Source: an optimization exercise on an open RTL-to-GDS flow (aim: small area, a short achievable clock period and few clock cycles per item). Production flows keep margins and buffers that such runs may drop. RTL that was checked went through simulation tests only; none was proved equivalent to the original. Power and IR drop assume default switching activity.

Design logp_power, start of the top module:
module logp_power (
    input  wire        clk,
    input  wire        rst,
    input  wire        in_valid,
    output wire        in_ready,
    input  wire [63:0] re,
    input  wire [63:0] im,
    output reg         out_valid,
    output reg  [63:0] p
);
clock: 18.5 ns
lec_check: 0
cap_margin: 20
core_margin: 2
core_utilization: 65
cts_cluster_diameter: 80
cts_cluster_size: 30
place_density: 0.75
slew_margin: 20
synth_hierarchical: 1
synth_minimum_keep_size: 0
standard.sh (not shown) runs the stock make flow with config.mk's settings and CLKGATE_MAP_FILE= SYNTH_SCRIPT=/design/flow/synth_recipe.tcl, a recipe that flattens the netlist after the stock synthesis.
==> flow/flow/run.sh <==
#!/bin/bash
# The standard layout (the standard.sh: ORFS from synthesis to the final
# layout) with three changes in how it is made:
# - after the standard synthesis, each logic cell is set to the smallest drive
#   strength of its kind (downsize.py); the timing repair below upsizes only
#   the cells on paths that need it;
# - timing repair aimed well below the clock period: repair_timing works until
#   the setup slack reaches SETUP_SLACK_MARGIN, so the layout meets timing at
#   the design's period with that much slack to spare;
# - the ports buffered with buf_4 cells (buffer_ports' default picks a slow
#   delay buffer).
# Each make run's full output goes to a log here; ORFS keeps each step's log
# under orfs/logs/.
set -euo pipefail
export SETUP_SLACK_MARGIN=13.75
export BUFFER_PORTS_ARGS="-buffer_cell sky130_fd_sc_hd__buf_4"
res=orfs/results/$FLOW_PLATFORM/logp_power/base
bash standard.sh "$PWD/$res/1_2_yosys.v" > synth.log 2>&1
python3 flow/downsize.py "$FLOW_HOME/platforms/$FLOW_PLATFORM/lib/sky130_fd_sc_hd__tt_025C_1v80.lib" \
    "$res/1_2_yosys.v" > downsize.log 2>&1
bash standard.sh > standard.log 2>&1
Other scripts of this flow, unchanged in this note and not shown: flow/flow/downsize.py
The starting point finished with timing, DRC and antenna clean.
Testbench counts at the start, summed over its fixed seeds: cycles 24,064, items 24,000.
Next try:
--- a/flow/flow/run.sh
+++ b/flow/flow/run.sh
@@ -14,3 +14,3 @@
 set -euo pipefail
-export SETUP_SLACK_MARGIN=13.75
+export SETUP_SLACK_MARGIN=13.9
 export BUFFER_PORTS_ARGS="-buffer_cell sky130_fd_sc_hd__buf_4"
--- a/flow/config.mk
+++ b/flow/config.mk
@@ -9,6 +9,6 @@
 export CORE_MARGIN = 2
-export CORE_UTILIZATION = 65
+export CORE_UTILIZATION = 60
 export CTS_CLUSTER_DIAMETER = 80
 export CTS_CLUSTER_SIZE = 30
-export PLACE_DENSITY = 0.75
+export PLACE_DENSITY = 0.7
 export SLEW_MARGIN = 20
The new run went through all stages and came out clean.
Sequential power is about the same.
Final area grows slightly.
Critical path depth stays the same.
Worst setup slack gets worse by 0.0074 ns.
Routed wire length is higher slightly.
Final cell count rises by a few percent.
Total power goes down slightly.
Next try:
--- a/flow/flow/run.sh
+++ b/flow/flow/run.sh
@@ -14,3 +14,3 @@
 set -euo pipefail
-export SETUP_SLACK_MARGIN=13.9
+export SETUP_SLACK_MARGIN=13.75
 export BUFFER_PORTS_ARGS="-buffer_cell sky130_fd_sc_hd__buf_4"
Cell area is lower by 0.47%.
Core utilization is lower by 0.30 points.
Power is higher by 0.55%.
Worst setup slack hardly moves.
Die area does not change.
Next try:
--- a/flow/flow/run.sh
+++ b/flow/flow/run.sh
@@ -14,3 +14,3 @@
 set -euo pipefail
-export SETUP_SLACK_MARGIN=13.75
+export SETUP_SLACK_MARGIN=13.6
 export BUFFER_PORTS_ARGS="-buffer_cell sky130_fd_sc_hd__buf_4"
Critical path depth is unchanged.
Die area stays the same.
Setup slack degrades by 0.0050 ns.
Hold slack loses 0.0046 ns.
Wire length barely changes.
First-iteration DRC count grows by about 0.9%.
Maximum frequency is about the same.
Area after synthesis is unchanged.
Global-route usage hardly moves.
Sequential power is about the same.

Setup of raven:
logp_power, a different RTL version from the one above (not shown whole).
For scale: ~13000 cells after synthesis, about 1200 flip-flops, ~200 I/O pins, ~0.13 sq mm of cells after synthesis.
Settings: LEC_CHECK=0, CAP_MARGIN=20, CORE_MARGIN=2, CORE_UTILIZATION=60, PLACE_DENSITY=0.7, SLEW_MARGIN=20, SYNTH_HIERARCHICAL=1, SYNTH_MINIMUM_KEEP_SIZE=0; clock period 18.5 ns.
==> flow/flow/run.sh <==
#!/bin/bash
# The standard layout, with timing repair aimed well below the clock period:
# repair_timing works until the setup slack reaches SETUP_SLACK_MARGIN, so the
# layout meets timing at the design's period with that much slack to spare.
set -euo pipefail
export SETUP_SLACK_MARGIN=${REPAIR_MARGIN:-12.0}
bash standard.sh > standard.log 2>&1
## Diff of input files: umber against raven
==> flow/flow/run.sh <==
#!/bin/bash
# The standard layout, with timing repair aimed well below the clock period:
# repair_timing works until the setup slack reaches SETUP_SLACK_MARGIN, so the
# layout meets timing at the design's period with that much slack to spare.
set -euo pipefail
export SETUP_SLACK_MARGIN=${REPAIR_MARGIN:-13.0}
bash standard.sh > standard.log 2>&1
Results
| first-pass GRT wire length | umber vs raven | ≈ equal |
Delta (umber minus raven): period utilization has decreased; met1 usage in global routing has remained practically unchanged; area growth from synthesis to layout has remained practically unchanged; total internal power has remained practically unchanged.
On fraction of area in multi-input gates, umber and raven are neck and neck.
Looking at launching instance or port of the critical path, the xa0[15] result is from umber; the xa0[7] one comes from raven.
On routing usage on met2, umber and raven are neck and neck.
The detailed-route wire length of umber and that of raven are within noise of each other.
Function was not checked in any run of this note: the RTL went through the layout flow alone.

the previous run:
logp_power, a different RTL version from the one above (not shown whole).
Size in the first run: ~200 I/O pins, about 0.12 sq mm of cells after synthesis.
clock: 18.5 ns
lec_check: 0
cap_margin: 20
core_margin: 2
core_utilization: 60
cts_cluster_diameter: 80
cts_cluster_size: 30
place_density: 0.7
slew_margin: 20
synth_hierarchical: 1
synth_minimum_keep_size: 0
==> flow/flow/run.sh <==
#!/bin/bash
# The standard layout (the standard.sh, ORFS from synthesis to the final
# layout), with two settings it leaves open:
# - timing repair aimed well below the clock period: repair_timing works until
#   the setup slack reaches SETUP_SLACK_MARGIN, so the layout meets timing at
#   the design's period with that much slack to spare;
# - the ports buffered with buf_4 cells (buffer_ports' default picks a slow
#   delay buffer).
# make's full output goes to standard.log; ORFS keeps each step's log under
# orfs/logs/.
set -euo pipefail
export SETUP_SLACK_MARGIN=13.6
export BUFFER_PORTS_ARGS="-buffer_cell sky130_fd_sc_hd__buf_4"
bash standard.sh > standard.log 2>&1
Looking at the reports, the previous run completed the entire flow and the layout it produced met the timing, design-rule and antenna checks.
Testbench counts of the previous run, summed over its fixed seeds: cycles 24,064, items 24,000.
The following lists how the current run was set up differently from the previous run:
- CTS_CLUSTER_SIZE removed (was 30)
- CTS_CLUSTER_DIAMETER removed (was 80)
==> flow/flow/run.sh <==
#!/bin/bash
# The standard layout, with timing repair aimed well below the clock period:
# repair_timing works until the setup slack reaches SETUP_SLACK_MARGIN, so the
# layout meets timing at the design's period with that much slack to spare.
set -euo pipefail
export SETUP_SLACK_MARGIN=${REPAIR_MARGIN:-13.0}
bash standard.sh > standard.log 2>&1
Results
Going from the previous run to the current run, setup slack at placement grew by 0.072 ns; half-perimeter wire length of the detailed placement result held steady; hold slack grew by 0.014 ns.
Power: the current run draws more than the previous run

==> what the ideal ports hide <==
In the flow no input, the clock included, has a driving cell. The finished layouts below were timed again as built, in two steps. Step 1, drivers: a clkbuf_16 drives clk and a buf_2 each remaining input, both assumed. Step 2 times the ports against the registers' clock, not the clock port: input delays grow and output delays shrink by t, the midpoint of the rising clock arrivals with the driver on. Three values: ideal ports, drivers, drivers and shift; two values: the first two.
run | t, ns | setup slack, ns | worst data-port slew with drivers (ns)
the first run of note 1 | 0.848 | 13.581 / 13.491 / 12.939 | 0.05
the second run of note 1 | 0.860 | 13.574 / 13.485 / 13.218 | 0.05
the third run of note 1 | 0.861 | 13.572 / 13.481 / 13.042 | 0.05
the fourth run of note 1 | 0.865 | 13.567 / 13.469 / 13.108 | 0.05
raven | 0.909 | 12.023 / 12.023 / 12.023 | 0.05
umber | 0.911 | 12.985 / 12.985 / 12.985 | 0.05
the previous run | 0.893 | 13.456 / 13.451 / 13.456 | 0.18
the current run | 0.926 | 12.893 / 12.893 / 12.893 | 0.17
After both steps every run listed still meets setup and hold. For the first run of note 1, which loses most, drivers alone change the setup slack by -0.090 ns; drivers and shift together by -0.642 ns.
